This is an optimization exercise on Yosys and OpenROAD, whose aim is small area, a short achievable clock period and few clock cycles, not a production implementation.
Only simulation tests tie the RTL to the original design; equivalence was not proved.
Power and IR drop assume default switching activity.

**design/flow/constraint.sdc**
```tcl
create_clock -name core_clock -period 14.0 [get_ports {clk}]
set_input_delay 2.8000 -clock core_clock [delete_from_list [all_inputs] [get_ports {clk}]]
set_output_delay 2.8000 -clock core_clock [all_outputs]
set_load 0.01 [all_outputs]
```
**design/flow/config.mk**
```make
export PLATFORM = sky130hd
export DESIGN_NAME = bdsp_engine
export DESIGN_NICKNAME = bdsp_engine
export VERILOG_FILES = /design/flow/design.v
export SDC_FILE = /design/flow/constraint.sdc
export NUM_CORES = 4
export LEC_CHECK = 0
export CAP_MARGIN = 20
export CORE_MARGIN = 2
export CORE_UTILIZATION = 40
export CTS_CLUSTER_DIAMETER = 110
export CTS_CLUSTER_SIZE = 22
export SLEW_MARGIN = 20
```
**design/flow/flow/run.sh**
```bash
#!/bin/bash
# The standard ORFS layout (the standard.sh), with a larger setup-repair
# margin: timing repair keeps working until paths are 8.5 ns shorter than the
# clock period. The clock period, constraints and every other step are the
# standard ones. make's full output goes to flow_make.log.
set -euo pipefail
bash standard.sh SETUP_SLACK_MARGIN=8.5 finish > flow_make.log 2>&1
```
**design/flow/standard.sh**
```bash
#!/bin/bash
# synth_recipe.tcl (not shown) runs the flow's synth.tcl, then flattens the netlist and writes it again
# the make line also repeats each setting of config.mk as NAME=value (left out here)
make -C /OpenROAD-flow-scripts/flow DESIGN_CONFIG=/design/flow/config.mk WORK_HOME=/design/flow/orfs CLKGATE_MAP_FILE= SYNTH_SCRIPT=/design/flow/synth_recipe.tcl "${@:-finish}"
```
**design/flow/design.v**
```verilog
module bdsp_engine (
    input             clk,
    input             rst,
    input             bus_valid,
    input             bus_write,
    input      [18:0] bus_addr,
    input      [31:0] bus_wdata,
    output reg        bus_rvalid,
    output reg [31:0] bus_rdata,
    output reg        bus_err,
    output            irq
);
  localparam W      = 16;
  localparam NMAX   = 16;
  localparam MMAX   = 8;
  localparam LMAX   = 32;
  localparam RT_CTX = 2;
  localparam YMAX   = NMAX + MMAX - 1;
  localparam [31:0] ID_VAL  = 32'h4649_5231;
  localparam [31:0] CFG_VAL = {11'd0, 5'd2, 2'd0, 6'd16, 7'd0, 1'b0};
  localparam [3:0] E_OPCODE = 4'd1, E_RSVD = 4'd2, E_CTX = 4'd3, E_ARG = 4'd4,
                   E_CAP = 4'd5, E_NOCTX = 4'd6;
  localparam [2:0] S_IDLE = 3'd0, S_CHK = 3'd1, S_BLK1 = 3'd2, S_BLK2 = 3'd3, S_RUN = 3'd4,
                   S_BLK0 = 3'd5;
  reg  [W-1:0] xmem [0:NMAX-1];
  reg  [W-1:0] hmem [0:MMAX-1];
  reg  [W-1:0] ymem [0:YMAX-1];
  reg  [W-1:0] coef [0:2*MMAX-1];      
  reg  [W-1:0] hist [0:2*MMAX-1];      
  reg  [3:0]   ctx_m [0:RT_CTX-1];
  reg  [RT_CTX-1:0] ctx_valid;
  reg  [18:0]  q_run [0:RT_CTX-1];
  reg  [19:0]  q_dmax [0:RT_CTX-1];    
  reg  [19:0]  q_dmin [0:RT_CTX-1];    
  reg          q_ovf [0:RT_CTX-1];
  reg          irq_en;
  reg          st_busy, st_done, st_err, st_ovf, st_wbusy;
  reg  [3:0]   st_errcode;
  reg  [31:0]  cmd_reg, xlen, hlen, blen, rt_in;
  reg  [4:0]   ylen;
  reg  [W-1:0] rt_out;
  reg  [2:0]   state;
  reg          pend;       
  reg          ovf_acc;
  assign irq = irq_en & (st_done | st_err);
  wire        aligned   = (bus_addr[1:0] == 2'b00);
  wire        is_reg    = aligned && (bus_addr < 19'h0003C);
  wire [15:0] slot      = bus_addr[17:2];
  wire        is_x      = aligned && (bus_addr[18:16] == 3'd1) && (bus_addr[15:2] < NMAX);
  wire        is_h      = aligned && (bus_addr[18:16] == 3'd2) && (bus_addr[15:2] < MMAX);
  wire        is_y      = aligned && (bus_addr[18:17] == 2'b10) && (bus_addr[16:2] < YMAX);
  wire        mapped    = is_reg | is_x | is_h | is_y;
  wire [3:0]  reg_idx   = bus_addr[5:2];
  wire        wr        = bus_valid & bus_write & mapped;
  wire        wr_reg    = wr & is_reg;
  wire        soft_rst  = bus_valid & bus_write & (bus_addr == 19'h00014) & bus_wdata[0];
  wire        wr_guard  = wr & (is_x | is_h | is_y |
                              (is_reg & (reg_idx == 4'd7 || reg_idx == 4'd8 ||
                                         reg_idx == 4'd9 || reg_idx == 4'd10 ||
                                         reg_idx == 4'd12)));
  wire        wr_ok     = wr_guard & ~st_busy;
  wire        accept    = bus_valid & bus_write & ~st_busy & (bus_addr == 19'h0001C);
  wire        rtin_wr   = bus_valid & bus_write & ~st_busy & (bus_addr == 19'h00030);
  wire [W-1:0] xrd = xmem[slot[3:0]];
  wire [W-1:0] hrd = hmem[slot[2:0]];
  wire [W-1:0] yrd = ymem[slot[4:0]];
  reg [31:0] rdata_c;
  always @(*) begin
    rdata_c = 32'd0;
    if (is_reg) begin
      case (reg_idx)
        4'd0:  rdata_c = ID_VAL;
        4'd1:  rdata_c = CFG_VAL;
        4'd2:  rdata_c = NMAX;
        4'd3:  rdata_c = MMAX;
        4'd4:  rdata_c = LMAX;
        4'd5:  rdata_c = {30'd0, irq_en, 1'b0};
        4'd6:  rdata_c = {20'd0, st_errcode, 3'd0, st_wbusy, st_ovf, st_err, st_done, st_busy};
        4'd7:  rdata_c = cmd_reg;
        4'd8:  rdata_c = xlen;
        4'd9:  rdata_c = hlen;
        4'd10: rdata_c = blen;
        4'd11: rdata_c = {27'd0, ylen};
        4'd12: rdata_c = rt_in;
        4'd13: rdata_c = {{(32-W){rt_out[W-1]}}, rt_out};
        4'd14: rdata_c = {{(32-RT_CTX){1'b0}}, ctx_valid};
        default: rdata_c = 32'd0;
      endcase
    end else if (is_x) rdata_c = {{(32-W){xrd[W-1]}}, xrd};
    else if (is_h)     rdata_c = {{(32-W){hrd[W-1]}}, hrd};
    else if (is_y)     rdata_c = {{(32-W){yrd[W-1]}}, yrd};
  end
  always @(posedge clk) begin
    if (rst) begin
      bus_rvalid <= 1'b0;
      bus_rdata  <= 32'd0;
      bus_err    <= 1'b0;
    end else begin
      bus_rvalid <= bus_valid;
      bus_err    <= bus_valid & ~mapped;
      bus_rdata  <= (bus_valid & ~bus_write & mapped) ? rdata_c : 32'd0;
    end
  end
  wire [3:0]  op    = cmd_reg[3:0];
  wire [3:0]  cctx  = cmd_reg[7:4];
  reg         d_rsvd, d_cnz, d_cge2;    
  wire        rsvd  = d_rsvd;
  wire        cx    = cctx[0];
  reg  f_n0, f_ngt, f_m0, f_mgt, f_lle, f_llt, f_lgt;
  always @(posedge clk) begin
    f_n0  <= (xlen == 32'd0);
    f_ngt <= (|xlen[31:5]) | (xlen[4] & (|xlen[3:0]));
    f_m0  <= (hlen == 32'd0);
    f_mgt <= (|hlen[31:4]) | (hlen[3] & (|hlen[2:0]));
    f_lle <= ~(|blen[31:4]) & (blen[3:0] <= hlen[3:0]);
    f_llt <= ~(|blen[31:4]) & (blen[3:0] <  hlen[3:0]);
    f_lgt <= (|blen[31:6]) | (blen[5] & (|blen[4:0]));
  end
  reg  [3:0]  chk_err;
  always @(*) begin
    chk_err = 4'd0;
    if (op >= 4'd7)                                   chk_err = E_OPCODE;
    else if (rsvd)                                    chk_err = E_RSVD;
    else if (op <= 4'd4 && d_cnz)                     chk_err = E_RSVD;
    else if (op >= 4'd5 && d_cge2)                    chk_err = E_CTX;
    else if (op >= 4'd1 && op <= 4'd4) begin
      if (f_n0 || f_m0)                               chk_err = E_ARG;
      else if (f_ngt || f_mgt)                        chk_err = E_CAP;
      else if (op == 4'd3 && f_lle)                   chk_err = E_ARG;
      else if (op == 4'd4 && f_llt)                   chk_err = E_ARG;
      else if ((op == 4'd3 || op == 4'd4) && f_lgt)   chk_err = E_CAP;
    end else if (op == 4'd5) begin
      if (f_m0)                                       chk_err = E_ARG;
      else if (f_mgt)                                 chk_err = E_CAP;
    end else if (op == 4'd6) begin
      if (!ctx_valid[cx])                             chk_err = E_NOCTX;
    end
  end
  wire [4:0] n5  = xlen[4:0];
  wire [3:0] m4  = hlen[3:0];
  wire [5:0] l6  = blen[5:0];
  wire [4:0] t5  = n5 + {1'b0, m4} - 5'd1;             
  wire [4:0] lc5 = (n5 > {1'b0, m4}) ? n5 : {1'b0, m4};  
  wire [5:0] lw6 = l6 + {2'b0, m4} - 6'd1;             
  wire [5:0] lsm1c = {1'b0, lc5} - {2'b0, m4} + 6'd1;   
  wire [3:0] wop = bus_wdata[3:0];
  wire       w_lc   = (wop == 4'd1);
  wire       w_cc   = (wop == 4'd2);
  wire       w_os   = (wop == 4'd3);
  wire       w_oa   = (wop == 4'd4);
  wire [2:0] z_p    = m4[2:0] - 3'd1;                        
  wire       z_m1   = (m4 == 4'd1);
  wire [5:0] z_mln  = ({1'b0, n5} < l6) ? {1'b0, n5} : l6;   
  wire [6:0] z_ccr  = {2'd0, n5} + {3'd0, m4} - 7'd2 - {2'd0, lc5};    
  wire [6:0] z_osr  = {1'b0, z_mln} - 7'd1 - {1'b0, l6};              
  wire [6:0] z_s2r  = w_os ? z_osr : z_ccr;                  
  wire [6:0] z_osr1 = {1'b0, z_mln} - 7'd2 - {1'b0, l6};
  wire [6:0] z_ccr1 = {2'd0, n5} + {3'd0, m4} - 7'd3 - {2'd0, lc5};
  wire [6:0] z_s2rm = w_os ? z_osr1 : z_ccr1;
  wire [5:0] z_s2x  = w_os ? l6 : lsm1c;                     
  wire       z_wrap = w_cc | w_os;
  wire [5:0] z_kb   = (w_lc | w_cc) ? ({1'b0, n5} - 6'd1) :
                      (w_oa ? (z_mln - 6'd1) : ({3'd0, z_p} + z_mln - 6'd1));
  wire [5:0] z_cnt  = w_lc ? {1'b0, t5} : w_cc ? {1'b0, lc5} : (z_mln + {3'd0, z_p});
  wire       z_dhi  = (w_lc | w_cc) ? (n5 > 5'd1) : (z_mln > 6'd1);
  wire [6:0] z_n1r  = z_m1 ? (z_dhi ? 7'd0 : 7'h7f) : {6'd0, z_dhi};
  wire [5:0] z_ka   = w_os ? {3'd0, z_p} : 6'd0;
  wire [4:0] z_len  = w_cc ? lc5 : t5;
  wire [6:0] z_ows2r = z_osr + {4'd0, z_p};                  
  reg  [4:0] c_n;       
  reg  [3:0] c_m;       
  reg  [2:0] c_p;       
  reg  [5:0] c_l;       
  reg  [4:0] c_len;     
  reg  [5:0] c_lcap;    
  reg  [5:0] c_lseg;    
  reg  [5:0] c_lsm1;    
  reg        c_wrap;    
  reg        c_ols;
  reg        c_multi;   
  reg  [4:0] c_lim;     
  reg  [5:0] b_base, b_nbase;
  reg        b_more;
  reg  [6:0] b_xoff;    
  reg  [5:0] b_ka, b_kb, b_cnt;
  reg  [5:0] b_thr;     
  reg        w_s1ne;    
  reg  [5:0] w_s1x;
  reg  [2:0] w_s1h;
  reg  [6:0] w_s1rem;
  reg  [5:0] w_s2x;
  reg  [6:0] w_s2rem;
  reg        w_s2ne, w_ywen;
  reg  [5:0] o_qleft;
  reg        o_lastout;
  reg        o_seg, o_first;
  reg  [5:0] o_x;       
  reg  [2:0] o_h;       
  reg  [6:0] o_rem;     
  reg        cs2_ne;
  reg  [5:0] cs2_x;
  reg  [6:0] cs2_rem;
  reg  [6:0] o_ypos;
  reg        o_ywen;
  reg  [5:0] nx_n;
  reg        nx_s1ne;
  reg  [5:0] nx_s1x;
  reg  [2:0] nx_s1h;
  reg  [6:0] nx_s1rem;
  reg        nx_s2ne;
  reg  [5:0] nx_s2x;
  reg  [6:0] nx_s2rem;
  reg  [6:0] nx_ypos;
  reg        nx_ywen;
  wire [6:0] blk_xoff = {1'b0, b_base} - (c_ols ? {4'd0, c_p} : 7'd0);
  wire [5:0] blk_ka   = blk_xoff[6] ? (6'd0 - blk_xoff[5:0]) : 6'd0;
  wire [6:0] blk_kb_a = {1'b0, c_lcap} - 7'd1;
  wire [6:0] blk_kb_b = {2'b0, c_n} - 7'd1 - blk_xoff;
  wire [5:0] blk_kb   = ($signed(blk_kb_a) < $signed(blk_kb_b)) ? blk_kb_a[5:0] : blk_kb_b[5:0];
  wire [5:0] blk_cnt0 = b_kb - b_ka + {2'b0, c_m};
  wire [5:0] blk_cnt  = (c_wrap && c_lseg < blk_cnt0) ? c_lseg : blk_cnt0;
  wire [5:0] blk_nb   = b_base + c_l;
  wire [6:0] b2_xka   = b_xoff + {1'b0, b_ka};             
  wire [6:0] b2_s2lo  = {1'b0, b_ka} + {1'b0, c_lsm1};
  wire [6:0] b2_s2x   = b_xoff + b2_s2lo;
  wire [6:0] b2_s2rem = {1'b0, b_kb} - b2_s2lo;
  wire [6:0] b2_s2rm1 = b2_s2rem - 7'd1;
  wire       b2_m1    = (c_m == 4'd1);
  wire       b2_dhi   = (b_ka < b_kb);
  wire [6:0] b2_n1rem = {6'd0, b2_dhi} - {6'd0, b2_m1};
  wire [6:0] b2_ws2x  = b_xoff + {1'b0, c_lsm1};
  wire [6:0] b2_ws2r  = {1'b0, b_kb} - {1'b0, c_lsm1};
  wire [6:0] b2_nyp   = b2_xka + 7'd1;
  function ywen_f;
    input [6:0] yp;
    input [5:0] base;
    input [4:0] len;
    ywen_f = ($signed(yp) >= $signed({1'b0, base})) && ($signed(yp) < $signed({2'b0, len}));
  endfunction
  wire       run      = (state == S_RUN);
  wire [3:0] sq_x0    = o_x[3:0];
  wire [2:0] sq_h0    = o_h;
  wire       sq_v1    = (o_rem != 7'd0);
  wire       seg_end  = (o_rem[6:1] == 6'd0);
  wire       has_seg2 = ~o_seg & cs2_ne;
  wire       out_last = seg_end & ~has_seg2;
  wire       sq_fin   = out_last & o_lastout & ~b_more;
  wire       nx_wrap  = c_wrap && (nx_n + 6'd1 == c_lseg);
  wire       nx_dlo   = (nx_n >= b_thr);
  wire       nx_dhi   = (nx_n < b_kb);
  wire [6:0] nx_s1rem_a = nx_s1rem + {6'd0, nx_dhi} - {6'd0, nx_dlo};
  wire [6:0] nx_s2rem_a = nx_s2rem - 7'd1;
  wire [6:0] nx_ypos_a  = nx_ypos + 7'd1;
  reg        bg_busy, bg_ld, bg_c;
  reg  [1:0] bg_k;
  reg  [3:0] bg_m;
  reg  [W-1:0] a0, b0, a1, b1;       
  reg          oc_v, oc_v1, oc_first, oc_last, oc_ywen, oc_fin;
  reg  [4:0]   oc_ypos;
  reg          ob_v, ob_first, ob_last, ob_vo, ob_ve, ob_c, ob_spec;
  reg          op_spec;
  reg  [W-1:0] p0, p1;               
  reg  [W:0]   ph0, ph1;             
  wire         pov0 = (ph0 != {(W+1){1'b0}}) && (ph0 != {(W+1){1'b1}});
  wire         pov1 = (ph1 != {(W+1){1'b0}}) && (ph1 != {(W+1){1'b1}});
  reg          pc_v, pc_v1, pc_first, pc_last, pc_ywen, pc_fin;
  reg  [4:0]   pc_ypos;
  reg          pb_v, pb_first, pb_last, pb_vo, pb_ve, pb_c;
  reg          prod_spec;
  reg  [W-1:0] acc;
  wire [W-1:0] sp_p    = cx ? p1 : p0;
  wire         sp_ov   = cx ? pov1 : pov0;
  wire [18:0]  sp_p19  = {{3{sp_p[W-1]}}, sp_p};
  wire [20:0]  rt_hi   = {{2{sp_p19[18]}}, sp_p19} + {{2{q_run[cx][18]}}, q_run[cx]} + {1'b0, q_dmax[cx]};
  wire [20:0]  rt_lo   = {{2{sp_p19[18]}}, sp_p19} + {{2{q_run[cx][18]}}, q_run[cx]} - {1'b0, q_dmin[cx]};
  wire         rt_ovf  = sp_ov | q_ovf[cx] |
                         (~rt_hi[20] & (rt_hi[19:15] != 5'd0)) |
                         ( rt_lo[20] & (rt_lo[19:15] != 5'b11111));
  wire [W-1:0] rt_val  = sp_p + q_run[cx][W-1:0];
  wire         chk     = (state == S_CHK) & ~bg_busy;
  wire         chk_ok  = chk & (chk_err == 4'd0);
  wire         op_rt   = ~d_rsvd & ~d_cge2;
  wire         op_cv   = ~d_rsvd & ~d_cnz & ~f_n0 & ~f_m0 & ~f_ngt & ~f_mgt;
  wire         rt_go   = chk & (op == 4'd6) & op_rt & ctx_valid[cx] & prod_spec;
  wire         rt_init = chk & (op == 4'd5) & op_rt & ~f_m0 & ~f_mgt;
  wire         conv_ok = op_cv &
                         ((op == 4'd1) | (op == 4'd2) |
                          ((op == 4'd3) & ~f_lle & ~f_lgt) |
                          ((op == 4'd4) & ~f_llt & ~f_lgt));
  wire         chk_conv = (chk | (run & pend)) & conv_ok;    
  wire         e_go     = bus_valid & bus_write & ~st_busy & (bus_addr == 19'h0001C) &
                          (wop == 4'd6) & ~bg_busy;
  reg          bg_early;
  wire         rt_load  = rt_go & (~bg_early | (ctx_m[cx] >= 4'd4));    
  wire         bg_load  = e_go | rt_load | bg_ld;
  wire [1:0]   bgk      = e_go ? 2'd0 : rt_go ? {1'b0, bg_early} : bg_k;
  wire         bgc      = e_go ? bus_wdata[4] : rt_go ? cx : bg_c;
  wire [3:0]   bgm      = e_go ? ctx_m[bus_wdata[4]] : rt_go ? ctx_m[cx] : bg_m;
  wire [W-1:0] s_next   = rtin_wr ? bus_wdata[W-1:0] : rt_in[W-1:0];
  wire [3:0]   x_en    = sq_x0 + 4'd1;
  wire [2:0]   h_on    = sq_h0 - 3'd1;
  wire [W-1:0] x_ev    = xmem[{x_en[3:1], 1'b0}];
  wire [W-1:0] x_od    = xmem[{sq_x0[3:1], 1'b1}];
  wire [W-1:0] h_ev    = hmem[{sq_h0[2:1], 1'b0}];
  wire [W-1:0] h_od    = hmem[{h_on[2:1], 1'b1}];
  reg  [W-1:0] a0_n, b0_n, a1_n, b1_n;
  always @(*) begin
    if (run) begin
      a0_n = sq_x0[0] ? x_od : x_ev;
      a1_n = sq_x0[0] ? x_ev : x_od;
      b0_n = sq_h0[0] ? h_od : h_ev;
      b1_n = sq_h0[0] ? h_ev : h_od;
    end else if (bg_load) begin
      case (bgk)
        2'd0:    a1_n = rt_in[W-1:0];
        2'd1:    a1_n = rt_go ? hist[{bgc, 3'd2}] : hist[{bgc, 3'd3}];
        2'd2:    a1_n = hist[{bgc, 3'd5}];
        default: a1_n = hist[{bgc, 3'd7}];
      endcase
      case (bgk)
        2'd0:    a0_n = hist[{bgc, 3'd1}];
        2'd1:    a0_n = rt_go ? hist[{bgc, 3'd3}] : hist[{bgc, 3'd4}];
        default: a0_n = hist[{bgc, 3'd6}];
      endcase
      case (bgk)
        2'd0:    b1_n = coef[{bgc, 3'd1}];
        2'd1:    b1_n = coef[{bgc, 3'd3}];
        2'd2:    b1_n = coef[{bgc, 3'd5}];
        default: b1_n = coef[{bgc, 3'd7}];
      endcase
      case (bgk)
        2'd0:    b0_n = coef[{bgc, 3'd2}];
        2'd1:    b0_n = coef[{bgc, 3'd4}];
        default: b0_n = coef[{bgc, 3'd6}];
      endcase
    end else begin
      a0_n = s_next;
      a1_n = s_next;
      b0_n = coef[{1'b0, 3'd0}];
      b1_n = coef[{1'b1, 3'd0}];
    end
  end
  function [17:0] brow;           
    input [2:0]  d;
    input [15:0] a;
    reg one, two, neg;
    reg [16:0] sel;
    begin
      one  = d[0] ^ d[1];
      two  = (d == 3'b011) | (d == 3'b100);
      neg  = d[2] & ~(d[1] & d[0]);
      sel  = ({17{one}} & {a[15], a}) | ({17{two}} & {a, 1'b0});
      sel  = sel ^ {17{neg}};
      brow = {neg, ~sel[16], sel[15:0]};
    end
  endfunction
  function [63:0] csa;            
    input [31:0] x, y, z;
    csa = {((x & y) | (x & z) | (y & z)) << 1, x ^ y ^ z};
  endfunction
  wire [16:0] bb0 = {b0, 1'b0};
  wire [16:0] bb1 = {b1, 1'b0};
  wire [31:0] rw0 [0:7];
  wire [31:0] rw1 [0:7];
  wire [7:0]  ng0, ng1;
  genvar gi;
  generate for (gi = 0; gi < 8; gi = gi + 1) begin : g_booth
    wire [17:0] r0 = brow(bb0[2*gi+2 : 2*gi], a0);
    wire [17:0] r1 = brow(bb1[2*gi+2 : 2*gi], a1);
    assign rw0[gi] = {15'd0, r0[16:0]} << (2*gi);
    assign rw1[gi] = {15'd0, r1[16:0]} << (2*gi);
    assign ng0[gi] = r0[17];
    assign ng1[gi] = r1[17];
  end endgenerate
  wire [31:0] nk0 = {16'hAAAB, 1'b0, ng0[7], 1'b0, ng0[6], 1'b0, ng0[5], 1'b0, ng0[4],
                     1'b0, ng0[3], 1'b0, ng0[2], 1'b0, ng0[1], 1'b0, ng0[0]};
  wire [31:0] nk1 = {16'hAAAB, 1'b0, ng1[7], 1'b0, ng1[6], 1'b0, ng1[5], 1'b0, ng1[4],
                     1'b0, ng1[3], 1'b0, ng1[2], 1'b0, ng1[1], 1'b0, ng1[0]};
  wire [63:0] c0_1a = csa(rw0[0], rw0[1], rw0[2]);
  wire [63:0] c0_1b = csa(rw0[3], rw0[4], rw0[5]);
  wire [63:0] c0_1c = csa(rw0[6], rw0[7], nk0);
  wire [63:0] c0_2a = csa(c0_1a[31:0], c0_1a[63:32], c0_1b[31:0]);
  wire [63:0] c0_2b = csa(c0_1b[63:32], c0_1c[31:0], c0_1c[63:32]);
  wire [63:0] c0_3  = csa(c0_2a[31:0], c0_2a[63:32], c0_2b[31:0]);
  wire [63:0] c0_4  = csa(c0_3[31:0], c0_3[63:32], c0_2b[63:32]);
  wire [63:0] c1_1a = csa(rw1[0], rw1[1], rw1[2]);
  wire [63:0] c1_1b = csa(rw1[3], rw1[4], rw1[5]);
  wire [63:0] c1_1c = csa(rw1[6], rw1[7], nk1);
  wire [63:0] c1_2a = csa(c1_1a[31:0], c1_1a[63:32], c1_1b[31:0]);
  wire [63:0] c1_2b = csa(c1_1b[63:32], c1_1c[31:0], c1_1c[63:32]);
  wire [63:0] c1_3  = csa(c1_2a[31:0], c1_2a[63:32], c1_2b[31:0]);
  wire [63:0] c1_4  = csa(c1_3[31:0], c1_3[63:32], c1_2b[63:32]);
  wire [2*W-1:0] m0 = c0_4[31:0] + c0_4[63:32];
  wire [2*W-1:0] m1 = c1_4[31:0] + c1_4[63:32];
  wire [W-1:0] ac_in  = pc_first ? {W{1'b0}} : acc;
  wire [W:0]   ac_s1  = {ac_in[W-1], ac_in} + {p0[W-1], p0};
  wire         ac_o1  = ac_s1[W] != ac_s1[W-1];
  wire [W-1:0] ac_p1  = pc_v1 ? p1 : {W{1'b0}};
  wire [W+1:0] ac_s2  = {{2{ac_in[W-1]}}, ac_in} + {{2{p0[W-1]}}, p0} + {{2{ac_p1[W-1]}}, ac_p1};
  wire         ac_o2  = (ac_s2[W+1:W-1] != 3'b000) && (ac_s2[W+1:W-1] != 3'b111);
  wire         ac_ovf = pc_v & (pov0 | ac_o1 | (pc_v1 & (pov1 | ac_o2)));
  reg  [18:0]  w_run;
  reg  [19:0]  w_dmax, w_dmin;
  reg          w_ovf;
  wire [18:0]  bq_run0 = pb_first ? 19'd0 : w_run;
  wire [19:0]  bq_dx0  = pb_first ? 20'd0 : w_dmax;
  wire [19:0]  bq_dn0  = pb_first ? 20'd0 : w_dmin;
  wire         bq_ov0  = pb_first ? 1'b0  : w_ovf;
  wire [19:0]  bq_a    = pb_vo ? {{4{p1[W-1]}}, p1} : 20'd0;
  wire [19:0]  bq_b    = pb_ve ? {{4{p0[W-1]}}, p0} : 20'd0;
  wire [18:0]  bq_r2   = bq_run0 + bq_a[18:0] + bq_b[18:0];
  wire [19:0]  bq_x    = bq_dx0 - bq_a - bq_b;          
  wire [19:0]  bq_z    = bq_dn0 + bq_a + bq_b;          
  wire         bq_c1   = ~($signed(bq_dx0) < $signed(bq_a));
  wire         bq_d1   = ~($signed(bq_dn0) < $signed(20'd0 - bq_a));
  wire         bq_bneg = pb_ve & p0[W-1];
  wire         bq_bpos = pb_ve & ~p0[W-1] & (p0 != {W{1'b0}});
  wire [19:0]  bq_dx   = bq_c1 ? (bq_x[19] ? 20'd0 : bq_x) : (bq_bneg ? 20'd0 - bq_b : 20'd0);
  wire [19:0]  bq_dn   = bq_d1 ? (bq_z[19] ? 20'd0 : bq_z) : (bq_bpos ? bq_b : 20'd0);
  wire         bq_ov   = bq_ov0 | (pb_vo & pov1) | (pb_ve & pov0);
  wire [W-1:0] y_old  = ymem[pc_ypos];
  wire [W-1:0] yr     = ac_s2[W-1:0];
  wire [W:0]   y_sum  = {y_old[W-1], y_old} + {yr[W-1], yr};
  wire         y_v    = pc_v & pc_last;
  wire         y_wen  = pc_ywen;
  wire         y_ovf  = y_sum[W] != y_sum[W-1];
  wire         y_done = y_v & pc_fin;
  wire         y_pz    = chk_conv;          
  wire [4:0]   pz_len  = c_len;
  wire [W-1:0] y_wd    = st_busy ? (y_pz ? {W{1'b0}} : y_sum[W-1:0]) : bus_wdata[W-1:0];
  integer k;
  wire run_blk  = run & seg_end & ~has_seg2 & o_lastout;    
  wire bg_fin   = pb_v & pb_last;
  always @(posedge clk) begin
    if (rst || soft_rst) begin
      irq_en     <= 1'b0;
      st_busy    <= 1'b0;
      st_done    <= 1'b0;
      st_err     <= 1'b0;
      st_ovf     <= 1'b0;
      st_wbusy   <= 1'b0;
      st_errcode <= 4'd0;
      cmd_reg    <= 32'd0;
      xlen       <= 32'd0;
      hlen       <= 32'd0;
      blen       <= 32'd0;
      ylen       <= 5'd0;
      rt_in      <= 32'd0;
      rt_out     <= {W{1'b0}};
      ctx_valid  <= {RT_CTX{1'b0}};
      state      <= S_IDLE;
      pend       <= 1'b0;
      bg_busy    <= 1'b0;
      bg_ld      <= 1'b0;
      bg_early   <= 1'b0;
      oc_v       <= 1'b0;
      ob_v       <= 1'b0;
      op_spec    <= 1'b0;
      pc_v       <= 1'b0;
      pb_v       <= 1'b0;
      prod_spec  <= 1'b0;
    end else begin
      case (state)
        S_CHK: if (chk) begin
          if (chk_err != 4'd0) begin
            st_err     <= 1'b1;
            st_errcode <= chk_err;
            st_busy    <= 1'b0;
            state      <= S_IDLE;
          end else begin
            case (op)
              4'd1, 4'd2, 4'd3, 4'd4: begin
                state <= S_RUN;
                pend  <= 1'b0;
              end
              4'd5: begin
                ctx_valid[cx] <= 1'b1;
                st_done <= 1'b1;
                st_busy <= 1'b0;
                state   <= S_IDLE;
              end
              4'd6: begin
                if (prod_spec) begin
                  rt_out  <= rt_val;
                  st_ovf  <= rt_ovf;
                  st_done <= 1'b1;
                  st_busy <= 1'b0;
                  state   <= S_IDLE;
                end
              end
              default: begin             
                st_done <= 1'b1;
                st_busy <= 1'b0;
                state   <= S_IDLE;
              end
            endcase
          end
        end
        S_BLK0: state <= S_BLK1;
        S_BLK1: state <= S_BLK2;
        S_BLK2: state <= S_RUN;
        S_RUN: begin
          if (pend) begin
            pend <= 1'b0;
            if (!conv_ok) begin
              st_err     <= 1'b1;
              st_errcode <= chk_err;
              st_busy    <= 1'b0;
              state      <= S_IDLE;
            end else if (run_blk) state <= b_more ? S_BLK0 : S_IDLE;
          end else if (run_blk) state <= b_more ? S_BLK0 : S_IDLE;
        end
        default: ;
      endcase
      oc_v      <= run & ~(pend & ~conv_ok);
      ob_v      <= bg_load & ~run;
      op_spec   <= ~run & ~bg_load & ~rt_init;
      pc_v      <= oc_v;
      pb_v      <= ob_v & ~(ob_spec & ~rt_go);
      prod_spec <= op_spec & ~rtin_wr & ~rt_init;
      if (bg_load) bg_ld <= ~e_go & ({2'b0, bgk, 1'b0} + 5'd4 <= {1'b0, bgm});
      bg_early <= e_go;
      if (bg_fin) bg_busy <= 1'b0;
      if (rt_go)  bg_busy <= 1'b1;
      if (y_done) begin
        ylen    <= c_len;
        st_ovf  <= ovf_acc | ac_ovf | (y_wen & y_ovf);
        st_done <= 1'b1;
        st_busy <= 1'b0;
      end
      if (wr && st_busy && wr_guard) st_wbusy <= 1'b1;
      if (accept) begin
        cmd_reg    <= bus_wdata;
        st_busy    <= 1'b1;
        st_done    <= 1'b0;
        st_err     <= 1'b0;
        st_errcode <= 4'd0;
        st_ovf     <= 1'b0;
        st_wbusy   <= 1'b0;
        state      <= (wop >= 4'd1 && wop <= 4'd4 && !bg_busy) ? S_RUN : S_CHK;
        pend       <= 1'b1;
      end
      if (wr_reg && reg_idx == 4'd5) irq_en <= bus_wdata[1];
      if (wr_reg && reg_idx == 4'd6) begin
        if (bus_wdata[1]) st_done <= 1'b0;
        if (bus_wdata[2]) begin st_err <= 1'b0; st_errcode <= 4'd0; end
        if (bus_wdata[3]) st_ovf <= 1'b0;
        if (bus_wdata[4]) st_wbusy <= 1'b0;
      end
      if (wr_ok && is_reg) begin
        case (reg_idx)
          4'd8:  xlen  <= bus_wdata;
          4'd9:  hlen  <= bus_wdata;
          4'd10: blen  <= bus_wdata;
          4'd12: rt_in <= bus_wdata;
          default: ;
        endcase
      end
    end
  end
  always @(posedge clk) begin
    if (!st_busy) begin
      c_n     <= n5;
      c_m     <= m4;
      c_p     <= m4[2:0] - 3'd1;
      c_l     <= l6;
      c_len   <= (wop == 4'd2) ? lc5 : t5;
      c_lcap  <= (wop == 4'd4) ? l6 : (wop == 4'd3) ? lw6 :
                 (wop == 4'd2) ? {1'b0, lc5} : 6'd32;
      c_lseg  <= (wop == 4'd2) ? {1'b0, lc5} : lw6;
      c_lsm1  <= (wop == 4'd2) ? lsm1c : l6;
      c_wrap  <= (wop == 4'd2) | (wop == 4'd3);
      c_ols   <= (wop == 4'd3);
      c_multi <= (wop == 4'd3) | (wop == 4'd4);
      c_lim   <= (wop == 4'd3) ? t5 : n5;
      b_base  <= 6'd0;
      d_rsvd  <= |bus_wdata[31:8];
      b_xoff    <= w_os ? (7'd0 - {4'd0, z_p}) : 7'd0;
      b_ka      <= z_ka;
      b_kb      <= z_kb;
      b_cnt     <= z_cnt;
      b_nbase   <= l6;
      b_more    <= (w_os & (l6 < {1'b0, t5})) | (w_oa & (l6 < {1'b0, n5}));
      b_thr     <= w_os ? {2'd0, z_p, 1'b0} : {3'd0, z_p};
      w_s1ne    <= ~w_os | z_m1;
      w_s1x     <= 6'd0;
      w_s1h     <= w_os ? (3'd0 - z_p) : 3'd0;
      w_s1rem   <= w_os ? (7'd0 - {4'd0, z_p}) : 7'd0;
      w_s2x     <= w_os ? (l6 - {3'd0, z_p}) : lsm1c;
      w_s2rem   <= w_os ? z_ows2r : z_ccr;
      w_s2ne    <= w_os ? ~z_ows2r[6] : (w_cc & ~z_ccr[6]);
      w_ywen    <= ~w_os | z_m1;
      o_qleft   <= z_cnt;
      o_lastout <= w_lc ? (t5 == 5'd1) : w_cc ? (lc5 == 5'd1) : ((z_mln + {3'd0, z_p}) == 6'd1);
      o_seg     <= 1'b0;
      o_first   <= 1'b1;
      o_x       <= 6'd0;
      o_h       <= 3'd0;
      o_rem     <= 7'd0;
      cs2_ne    <= z_wrap & ~z_s2r[6];
      cs2_x     <= z_s2x;
      cs2_rem   <= z_s2r;
      o_ypos    <= 7'd0;
      o_ywen    <= 1'b1;
      nx_n      <= w_os ? ({3'd0, z_p} + 6'd1) : 6'd1;
      nx_s1ne   <= ~z_n1r[6];
      nx_s1x    <= {5'd0, z_m1};
      nx_s1h    <= {2'd0, ~z_m1};
      nx_s1rem  <= z_n1r;
      nx_s2ne   <= z_wrap & ~z_s2rm[6];
      nx_s2x    <= w_os ? (l6 + 6'd1) : (lsm1c + 6'd1);
      nx_s2rem  <= z_s2rm;
      nx_ypos   <= 7'd1;
      nx_ywen   <= w_cc ? (lc5 > 5'd1) : (t5 > 5'd1);
      d_cnz   <= |bus_wdata[7:4];
      d_cge2  <= |bus_wdata[7:5];
    end
    if (chk_conv) ovf_acc <= 1'b0;
    if (state == S_BLK0) begin
      b_xoff  <= blk_xoff;
      b_ka    <= blk_ka;
      b_kb    <= blk_kb;
    end
    if (state == S_BLK1) begin
      b_cnt   <= blk_cnt;
      b_nbase <= blk_nb;
      b_more  <= c_multi && (blk_nb < {1'b0, c_lim});
    end
    if (state == S_BLK2) begin
      b_thr     <= b_ka + {2'd0, c_m} - 6'd1;
      w_s1ne    <= (b_ka == 6'd0);
      w_s1x     <= b2_xka[5:0];
      w_s1h     <= 3'd0 - b_ka[2:0];
      w_s1rem   <= 7'd0 - {1'b0, b_ka};
      w_s2x     <= b2_ws2x[5:0];
      w_s2rem   <= b2_ws2r;
      w_s2ne    <= c_wrap & ~b2_ws2r[6];
      w_ywen    <= ywen_f(b_xoff, b_base, c_len);
      o_qleft   <= b_cnt;
      o_lastout <= (b_cnt == 6'd1);
      o_seg     <= 1'b0;
      o_first   <= 1'b1;
      o_x       <= b2_xka[5:0];
      o_h       <= 3'd0;
      o_rem     <= 7'd0;
      cs2_ne    <= c_wrap & ~b2_s2rem[6];
      cs2_x     <= b2_s2x[5:0];
      cs2_rem   <= b2_s2rem;
      o_ypos    <= b2_xka;
      o_ywen    <= ywen_f(b2_xka, b_base, c_len);
      nx_n      <= b_ka + 6'd1;
      nx_s1ne   <= ~b2_n1rem[6];
      nx_s1x    <= b2_xka[5:0] + {5'd0, b2_m1};
      nx_s1h    <= {2'd0, ~b2_m1};
      nx_s1rem  <= b2_n1rem;
      nx_s2ne   <= c_wrap & ~b2_s2rm1[6];
      nx_s2x    <= b2_s2x[5:0] + 6'd1;
      nx_s2rem  <= b2_s2rm1;
      nx_ypos   <= b2_nyp;
      nx_ywen   <= ywen_f(b2_nyp, b_base, c_len);
    end
    if (run) begin
      if (!seg_end) begin
        o_x     <= o_x + 6'd2;
        o_h     <= o_h - 3'd2;
        o_rem   <= o_rem - 7'd2;
        o_first <= 1'b0;
      end else if (has_seg2) begin
        o_seg   <= 1'b1;
        o_x     <= cs2_x;
        o_h     <= c_p;
        o_rem   <= cs2_rem;
        o_first <= 1'b0;
      end else if (!o_lastout) begin
        o_qleft   <= o_qleft - 6'd1;
        o_lastout <= (o_qleft == 6'd2);
        o_first   <= 1'b1;
        if (nx_s1ne) begin
          o_seg <= 1'b0;
          o_x   <= nx_s1x;
          o_h   <= nx_s1h;
          o_rem <= nx_s1rem;
        end else begin
          o_seg <= 1'b1;
          o_x   <= nx_s2x;
          o_h   <= c_p;
          o_rem <= nx_s2rem;
        end
        cs2_ne  <= nx_s2ne;
        cs2_x   <= nx_s2x;
        cs2_rem <= nx_s2rem;
        o_ypos  <= nx_ypos;
        o_ywen  <= nx_ywen;
        if (nx_wrap) begin
          nx_n     <= 6'd0;
          nx_s1ne  <= w_s1ne;
          nx_s1x   <= w_s1x;
          nx_s1h   <= w_s1h;
          nx_s1rem <= w_s1rem;
          nx_s2ne  <= w_s2ne;
          nx_s2x   <= w_s2x;
          nx_s2rem <= w_s2rem;
          nx_ypos  <= b_xoff;
          nx_ywen  <= w_ywen;
        end else begin
          nx_n     <= nx_n + 6'd1;
          nx_s1ne  <= ~nx_s1rem_a[6];
          nx_s1x   <= nx_s1x + {5'd0, nx_dlo};
          nx_s1h   <= nx_s1h + {2'd0, ~nx_dlo};
          nx_s1rem <= nx_s1rem_a;
          nx_s2ne  <= c_wrap & ~nx_s2rem_a[6];
          nx_s2x   <= nx_s2x + 6'd1;
          nx_s2rem <= nx_s2rem_a;
          nx_ypos  <= nx_ypos_a;
          nx_ywen  <= ywen_f(nx_ypos_a, b_base, c_len);
        end
      end else if (b_more) begin
        b_base <= b_nbase;
      end
    end
    a0 <= a0_n; b0 <= b0_n; a1 <= a1_n; b1 <= b1_n;
    oc_v1    <= sq_v1;
    oc_first <= o_first;
    oc_last  <= out_last;
    oc_ypos  <= o_ypos[4:0];
    oc_ywen  <= o_ywen;
    oc_fin   <= sq_fin;
    ob_first <= (bgk == 2'd0);
    ob_last  <= ({2'b0, bgk, 1'b0} + 5'd4 > {1'b0, bgm});
    ob_vo    <= ({1'b0, bgk, 1'b0} + 4'd1 < bgm);
    ob_ve    <= ({1'b0, bgk, 1'b0} + 4'd2 < bgm);
    ob_c     <= bgc;
    ob_spec  <= e_go;
    if (bg_load) begin
      bg_c  <= bgc;
      bg_m  <= bgm;
      bg_k  <= bgk + 2'd1;
    end
    p0 <= m0[W-1:0]; p1 <= m1[W-1:0];
    ph0 <= m0[2*W-1:W-1]; ph1 <= m1[2*W-1:W-1];
    pc_v1    <= oc_v1;
    pc_first <= oc_first;
    pc_last  <= oc_last;
    pc_ypos  <= oc_ypos;
    pc_ywen  <= oc_ywen;
    pc_fin   <= oc_fin;
    pb_first <= ob_first;
    pb_last  <= ob_last;
    pb_vo    <= ob_vo;
    pb_ve    <= ob_ve;
    pb_c     <= ob_c;
    if (pc_v) begin
      acc <= ac_s2[W-1:0];
      if (ac_ovf) ovf_acc <= 1'b1;
    end
    if (y_v & y_wen & y_ovf) ovf_acc <= 1'b1;
    if (pb_v) begin
      w_run  <= bq_r2;
      w_dmax <= bq_dx;
      w_dmin <= bq_dn;
      w_ovf  <= bq_ov;
    end
    if (bg_fin) begin
      q_run[pb_c]  <= bq_r2;
      q_dmax[pb_c] <= bq_dx;
      q_dmin[pb_c] <= bq_dn;
      q_ovf[pb_c]  <= bq_ov;
    end
    if (rt_init) begin
      ctx_m[cx] <= m4;
      for (k = 0; k < MMAX; k = k + 1)
        coef[{cx, 3'd0} + k] <= hmem[k];
      for (k = 1; k < MMAX; k = k + 1)
        hist[{cx, 3'd0} + k] <= {W{1'b0}};
      q_run[cx] <= 19'd0;
      q_dmax[cx] <= 20'd0;
      q_dmin[cx] <= 20'd0;
      q_ovf[cx] <= 1'b0;
    end
    if (rt_go) begin
      hist[{cx, 3'd1}] <= rt_in[W-1:0];
      for (k = 2; k < MMAX; k = k + 1)
        hist[{cx, 3'd0} + k] <= hist[{cx, 3'd0} + k - 1];
    end
  end
  always @(posedge clk) begin
    if (wr_ok && is_x) xmem[slot[3:0]] <= bus_wdata[W-1:0];
    if (wr_ok && is_h) hmem[slot[2:0]] <= bus_wdata[W-1:0];
    for (k = 0; k < YMAX; k = k + 1)
      if ((wr_ok && is_y && slot[4:0] == k) ||
          (y_pz && k < pz_len) ||
          (y_v && y_wen && pc_ypos == k))
        ymem[k] <= y_wd;
  end
endmodule
```
==> impl_metrics.env, run 1 <==
export IMPL_synth_simple_area_share=0.09402
export IMPL_synth_async_reset_ratio=0
export IMPL_drcViolationCount=0
export IMPL_status="timing/DRC/antenna clean"
export IMPL_setup_tns_ps=0
export IMPL_setup_ws_ps=8204
export IMPL_synth_mux_area_frac=0.07428
export IMPL_grt_pass1_vias=89670
export IMPL_crit_top_cell="fa_1"
export IMPL_io_buffers=89
export IMPL_grt_overflow=0
export IMPL_syn_avg_cell_area_sq_um=11.08
export IMPL_layout_drive_gt1_share=0.1432
export IMPL_ys_flop_type="edfxtp_1"
export IMPL_grt_pass1_wl_um=618200
export IMPL_skew_ps=92.24
export IMPL_p_sw_frac=0.4172
export IMPL_synthAdderAreaFrac=0.1161
export IMPL_powerDensity_mw_per_mm2=190.6
export IMPL_ios=90
export IMPL_pwr_share_seq=0.285
export IMPL_synth_edf_count=1441
export IMPL_ant_nets=0
export IMPL_fp_dieH_um=546.1
export IMPL_worstSetupStartpointType="flip-flop"
export IMPL_arrival_ps=6480
export IMPL_gr_usage_all_layers=0.2783
export IMPL_dp_hpwl_um=279300
export IMPL_irDropWorstVdd_v=0.0003666
export IMPL_place_ws_ps=5355
export IMPL_drv_cap=0
export IMPL_max_freq_mhz=172.5
export IMPL_vias=91630
export IMPL_core_sq_mm=0.2931
export IMPL_synthXorXnorAreaFrac=0.04424
export IMPL_p_switching_mw=10.49
export IMPL_synth_top_family_by_area="compound AO/OA/AOI/OAI gates"
export IMPL_antenna_found_initial=29
export IMPL_via_per_inst=6.260
export IMPL_cts_tree="built"
export IMPL_largest_reg_flops=368
export IMPL_drt_total_wl_um=430400
export IMPL_clk_pin_slew_ps=90
export IMPL_syn_inst=10610
export IMPL_cts_sinks=2054
export IMPL_slowest_stage="fa_1"
export IMPL_top_register="ymem"
export IMPL_clockRootBuffer="clkbuf_16"
export IMPL_cts_htree_levels=3
export IMPL_fin_crit_ps=5796
export IMPL_fp_dieW_um=546.1
export IMPL_route_detailed_wl_per_inst_um=29.40
export IMPL_slew_violations=0
export IMPL_fp_row_count=199
export IMPL_grt_max_degree=97
export IMPL_clk_latency_ps=840
export IMPL_rsz0062_at_grt="yes"
export IMPL_combPwrFrac=0.567
export IMPL_netlist_area_sq_mm=0.1175
export IMPL_setup_violations=0
export IMPL_synth_top_area_frac=0.3682
export IMPL_clockBufferDepth=3
export IMPL_seq_area_frac_synth=0.4726
export IMPL_die_area_sq_mm=0.2982
export IMPL_synth_area_leaders="edfxtp_1, dfxtp_1, ha_1"
export IMPL_hold_class="flip-flop to flip-flop"
export IMPL_slew_headroom=0.2128
export IMPL_fin_nets=11590
export IMPL_start_util=0.4011
export IMPL_critical_path_class="flip-flop to flip-flop"
export IMPL_synth_top_cell_by_area="edfxtp_1"
export IMPL_gp_congestion=0.9408
export IMPL_critPathCaptureType="flip-flop"
export IMPL_final_cell_mix="edfxtp_1, nand2_1, a21oi_1"
export IMPL_crit_required_ps=14690
export IMPL_cpPeakStageDelay_ps=540
export IMPL_intPower_mw=14.65
export IMPL_synth_cell_type_count=99
export IMPL_period_share=0.4140
export IMPL_drt_iter0_markers=12250
export IMPL_crit_fanout=5
export IMPL_tightest_slew_ps=1176
export IMPL_synth_compound_area_frac=0.1566
export IMPL_p_leak_nw=47.34
export IMPL_area_growth_pct=12.18
export IMPL_numCtsBuffers=111
export IMPL_synth_yosys_warnings=2
export IMPL_final_common_cell="edfxtp_1"
export IMPL_clockPowerShare=0.148
export IMPL_final_hold_viol_count=0
export IMPL_dr_pass1_iters=7
export IMPL_n_fill_cell=26790
export IMPL_synth_seq_cells=2054
-- power groups by stage --
stage	Combinational [mW]	Sequential [mW]	Clock (mW)
floorplan	8.68	7.10	0
global placement	11.5	7.28	0
detailed placement	11.8	7.28	0
CTS	13.1	7.15	3.76
global route	15.6	7.17	3.97
finish	14.3	7.16	3.72
-- kinds of logic (layout without fill, tap and decap cells) --
group,Yosys count,after routing
adders and majority gates,927,927
buffers and inverters,1302,1381
other,1,19
and+or+nand+nor,2441,2442
xor gates and xnor gates,592,592
DFF,2054,2054
muxes,554,561
AOI/OAI and AO/OA,2738,2742
-- metal layers --
layer,part of all wire,track usage,vias up
met4,0.061,0.1475,22
met5,0.00035,0,-
met2,0.44,0.4322,5317
met3,0.11,0.06245,1116
met1,0.39,0.3620,45860
li1,-,-,39320
-- critical path: cells and delay by family (launching register included) --
kind	cells	cell delay (ps)
fa+ha+maj	6	2460
buf+inv	5	390
xor+xnor	2	250
compound gates	8	1380
mux	1	310
simple gates	3	440
flops	1	450
-- final cells by class --
type | count | area (sq um) | area share
clock inverter | 25 | 347.8 | 0.002638
antenna | 16 | 40.04 | 0.0003037
clock buffer | 183 | 3100 | 0.02351
timing repair buffer | 534 | 5154 | 0.03909
timing repair inverter | 3 | 36.28 | 0.0002752
sequential | 2054 | 55680 | 0.4223
tap | 3919 | 4903 | 0.03719
inverter | 636 | 2459 | 0.01865
multi-input combinational | 7267 | 60130 | 0.4560
-- what timing repair did --
action | 4_1_cts | 5_1_grt
endpoints found under the hold margin | 0 | 0
endpoints found under the setup margin | 608 | 344
gates cloned | 23 | 6
hold buffers | 0 | 0
setup buffers | 110 | 58
resized for setup | 367 | 185
pin swaps | 88 | 89
-- cell usage after synthesis (all sizes together), types with 59 or more instances --
cell    count
nand2b     59
clkbuf    589
nor2b     121
a22o      110
dfxtp     613
nor2      546
xnor2     378
nand4      92
mux4      240
a221o      89
inv       634
ha        654
a221oi    177
a21oi     711
xor2      213
edfxtp   1441
a211oi    101
a21o      109
mux2      110
buf        77
a22oi     469
o21ai     450
nand2    1073
nor3      118
fa        273
a31oi     113
mux2i     204
nand3     154
-- metrics by stage --
stage	power (mW)	area (sq um)	utilization	instances	hold slack, ps
2_1_floorplan	15.78	118800	-	10610	309.6
3_3_place_gp	18.82	123900	0.4229	14210	314.9
3_5_place_dp	19.05	124000	0.4231	14220	314.3
4_1_cts	24.02	130300	0.4448	14560	330.6
5_1_grt	26.74	131800	0.4498	14630	337.9
6_report	25.14	131900	0.4499	14640	327.7
-- path summary, 6_finish.rpt --
check,startpoint,to,slack (ps),cells past startpoint
min,oc_ypos[2]$_DFF_P_,pc_ypos[2]$_DFF_P_,330,0
min reg2reg,oc_ypos[2]$_DFF_P_,pc_ypos[2]$_DFF_P_,330,0
max,b1[9]$_DFF_P_,ph1[16]$_DFF_P_,8200,25
max reg2reg,b1[9]$_DFF_P_,ph1[16]$_DFF_P_,8200,25
Testbench counts, summed over its fixed seeds: cycles 22,979.
==> run 2: changes to the inputs <==
==> design/flow/flow/run.sh (replaced) <==
#!/bin/bash
# The standard ORFS layout (the standard.sh), with a larger setup-repair
# margin: timing repair keeps working until paths are 9 ns shorter than the
# clock period. The clock period, constraints and every other step are the
# standard ones. make's full output goes to flow_make.log.
set -euo pipefail
bash standard.sh SETUP_SLACK_MARGIN=9 finish > flow_make.log 2>&1
--- a/design/flow/config.mk
+++ b/design/flow/config.mk
@@ -8,5 +8,5 @@
 export CAP_MARGIN = 20
 export CORE_MARGIN = 2
-export CORE_UTILIZATION = 40
+export CORE_UTILIZATION = 30
 export CTS_CLUSTER_DIAMETER = 110
 export CTS_CLUSTER_SIZE = 22
==> impl_metrics.env, run 2 <==
export IMPL_status="timing/DRC/antenna clean"
export IMPL_synthXorXnorAreaFrac=0.04424
export IMPL_reg2reg_depth=24
export IMPL_place_ws_ps=6140
export IMPL_synth_mux_area_frac=0.07428
export IMPL_clockRootBuffer="clkbuf_16"
export IMPL_via_per_inst=5.718
export IMPL_synth_commonest_cells="edfxtp_1, nand2_1, a21oi_1"
export IMPL_hp_start="oc_ypos[2]$_DFF_P_"
export IMPL_min_path_cells=0
export IMPL_multi_input_area_sq_mm=0.06103
export IMPL_path_cells="buf_12 -> inv_12 -> ha_4 -> mux2_4 -> a22oi_2 -> xnor2_2 -> fa_1 -> inv_2 -> fa_1 -> fa_1 -> inv_1 -> fa_2 -> ha_4 -> a21oi_2 -> o21bai_1 -> a21o_1 -> a21oi_2 -> o21ai_2 -> o41ai_4 -> o31ai_4 -> nor3_2 -> o21bai_1 -> a21oi_1 -> xor2_1"
export IMPL_area_growth_pct=15.83
export IMPL_netlist_area_sq_mm=0.1175
export IMPL_place_area_sq_mm=0.1257
export IMPL_fp_row_count=229
export IMPL_arrival_ps=6440
export IMPL_critPathCaptureType="flip-flop"
export IMPL_synth_top_family_by_area="compound AO/OA/AOI/OAI gates"
export IMPL_postLayoutCoreUtil=0.3494
export IMPL_syn_avg_cell_area_sq_um=11.08
export IMPL_vias=91770
export IMPL_fp_dieH_um=629.9
export IMPL_dp_hpwl_um=274100
export IMPL_gp_congestion=0.9356
export IMPL_synthAdderAreaFrac=0.1161
export IMPL_slowest_stage="fa_2"
export IMPL_fin_crit_ps=5677
export IMPL_synth_area_leaders="edfxtp_1, dfxtp_1, ha_1"
export IMPL_synth_compound_area_frac=0.1566
export IMPL_fin_nets=11730
export IMPL_synth_simple_area_share=0.09402
export IMPL_synth_top_cell_by_area="edfxtp_1"
export IMPL_cts_sinks=2054
export IMPL_io_buffers=89
export IMPL_final_common_cell="edfxtp_1"
export IMPL_crit_fanout=7
export IMPL_die_area_sq_mm=0.3968
export IMPL_cts_htree_levels=3
export IMPL_setup_ws_ps=8323
export IMPL_max_freq_mhz=176.1
export IMPL_drt_total_wl_um=432900
export IMPL_synth_top_area_frac=0.3682
export IMPL_drcViolationCount=0
export IMPL_core_sq_mm=0.3897
export IMPL_synth_yosys_warnings=2
export IMPL_clk_latency_ps=840
export IMPL_clockBufferDepth=3
export IMPL_seq_area_frac_synth=0.4726
export IMPL_gr_usage_all_layers=0.2088
export IMPL_largest_reg_flops=368
export IMPL_synth_seq_cells=2054
export IMPL_cts_tree="built"
export IMPL_layout_drive_gt1_share=0.1657
export IMPL_worstSetupStartpointType="flip-flop"
export IMPL_grt_pass1_vias=87220
export IMPL_slew_headroom=0.1620
export IMPL_path_buf_inv=4
export IMPL_fp_dieW_um=629.9
export IMPL_skew_ps=84.98
export IMPL_syn_inst=10610
export IMPL_drv_cap=0
export IMPL_ant_nets=0
export IMPL_hold_class="flip-flop to flip-flop"
export IMPL_top_register="ymem"
export IMPL_cpPeakStageDelay_ps=590
export IMPL_reg2reg_to="ph1[16]$_DFF_P_"
export IMPL_grt_pass1_wl_um=617200
export IMPL_drt_iter0_markers=12660
export IMPL_ff_latch_area_sq_mm=0.05572
export IMPL_grt_overflow=0
export IMPL_numCtsBuffers=106
export IMPL_dr_pass1_iters=7
export IMPL_start_util=0.3016
export IMPL_synth_async_reset_ratio=0
export IMPL_grt_max_degree=93
export IMPL_ys_flop_type="edfxtp_1"
export IMPL_setup_tns_ps=0
export IMPL_synth_edf_count=1441
export IMPL_tightest_slew_ps=1252
export IMPL_crit_top_cell="fa_1"
export IMPL_slew_violations=0
export IMPL_powerDensity_mw_per_mm2=189.6
export IMPL_period_share=0.4055
export IMPL_crit_required_ps=14760
export IMPL_postCtsHoldBufs=0
export IMPL_rsz0062_at_grt="yes"
export IMPL_setup_worst_path_start="b1[1]$_DFF_P_"
export IMPL_critical_path_class="flip-flop to flip-flop"
export IMPL_crit_family="adder cells"
export IMPL_ios=90
export IMPL_final_hold_viol_count=0
export IMPL_p_total_mw=25.82
export IMPL_hold_end="pc_ypos[2]$_DFF_P_"
export IMPL_setup_violations=0
export IMPL_r2r_slack_ps=8320
export IMPL_fin_area_sq_mm=0.1361
export IMPL_n_fill_cell=38500
export IMPL_antenna_found_initial=27
export IMPL_route_detailed_wl_per_inst_um=26.97
export IMPL_irDropWorstVdd_v=0.0003634
export IMPL_r2r_start="b1[1]$_DFF_P_"
export IMPL_clk_pin_slew_ps=100
export IMPL_synth_cell_type_count=99
export IMPL_final_cell_mix="edfxtp_1, nand2_1, a21oi_1"
export IMPL_p_leak_nw=48.41
export IMPL_synth_most_common_cell="edfxtp_1"
-- run 2: changes by cell type in the layout (fill, tap and decap cells not counted), moves of 13 or more --
cell     before   now
nor2_4       25    39
o21ai_0     402   384
a21oi_2      31    45
buf_6        18    64
a21oi_1     676   662
buf_12       31    72
buf_4       364   422
dfxtp_1     550   535
nand2_1    1065  1052
-- run 2: cell families after synthesis --
kind of cell    count (synthesis)
simple gates                 2441
buf+inv                      1302
flops                        2054
mux                           554
xor+xnor                      592
fa+ha+maj                     927
compound gates               2738
other cells                     1
-- run 2: what timing repair did --
action,4_1_cts,5_1_grt
pin swaps,145,170
gates cloned,32,8
resized for setup,517,252
setup endpoints to repair,1199,580
setup buffers,263,77
-- run 2: layer usage --
metal	track usage	up-vias	routed length, um
li1	-	39630	-
met1	0.2759	45480	168700
met2	0.3231	5507	190300
met3	0.04457	1133	48050
met4	0.1041	18	25780
met5	0	-	106
-- run 2: area by class of cell --
cell class | count | share of cell area
Multi-Input combinational cell | 7267 | 0.4483
Sequential cell | 2054 | 0.4093
Timing Repair Buffer | 678 | 0.05224
Tap cell | 5197 | 0.04777
Clock buffer | 183 | 0.02177
Inverter | 636 | 0.01815
Clock inverter | 14 | 0.001719
Timing Repair inverter | 4 | 0.0004136
Antenna cell | 17 | 0.0003125
-- run 2: report_power, final --
part           switching, mW  total (mW)  internal [mW]
Clock                   2.11        3.59           1.48
Combinational           8.21        15.0           6.82
Sequential             0.325        7.19           6.87
Total                   10.7        25.8           15.2
-- run 2: worst max path at each step --
stage / slack (ps) / cells after the start / to
5_1_grt: 8080 / 24 / ph1[16]$_DFF_P_
3_5_place_dp: 6140 / 15 / a0[6]$_DFF_P_
6_report: 8320 / 24 / ph1[16]$_DFF_P_
3_3_place_gp: 6210 / 15 / a0[11]$_DFF_P_
2_1_floorplan: 8200 / 15 / b1[7]$_DFF_P_
4_1_cts: 8320 / 24 / ph1[16]$_DFF_P_
-- run 2: stage by stage --
stage                     hold slack (ps)  cells
after global routing                323.7  16040
after CTS                           317.6  15950
after detailed placement            314.6  15460
after floorplan                     309.6  10610
after global placement              311.4  15460
final                               314.3  16050

-- separate check: timing with driven ports --
How much do the figures lean on ideal ports? The routed layouts below were timed once more, with nothing changed but the port constraints.
Step 1 (the two cells are an assumption about what drives the block):
set clk [get_ports {clk}]
set_driving_cell -lib_cell sky130_fd_sc_hd__clkbuf_16 $clk
set_driving_cell -lib_cell sky130_fd_sc_hd__buf_2 [delete_from_list [all_inputs] $clk]
Step 2, shift: input delay + t, output delay - t, t = (earliest + latest rising clock arrival at the registers) / 2. This alone moves slack from input paths to output paths.
Three values: no drivers, after step 1, after step 2; two values: the first two.
run | t, ns | setup slack, ns | worst register clock-pin slew, ns | cell pins on the clock port's net
run 1 | 0.892 | 8.204 / 8.204 / 7.560 | 0.10 / 0.10 | 1
run 2 | 0.918 | 8.323 / 8.323 / 7.875 | 0.11 / 0.11 | 1
After both steps every run listed still meets setup and hold. The setup slack of run 1, which loses most, moves by 0.000 ns with the drivers and by -0.644 ns with both steps.
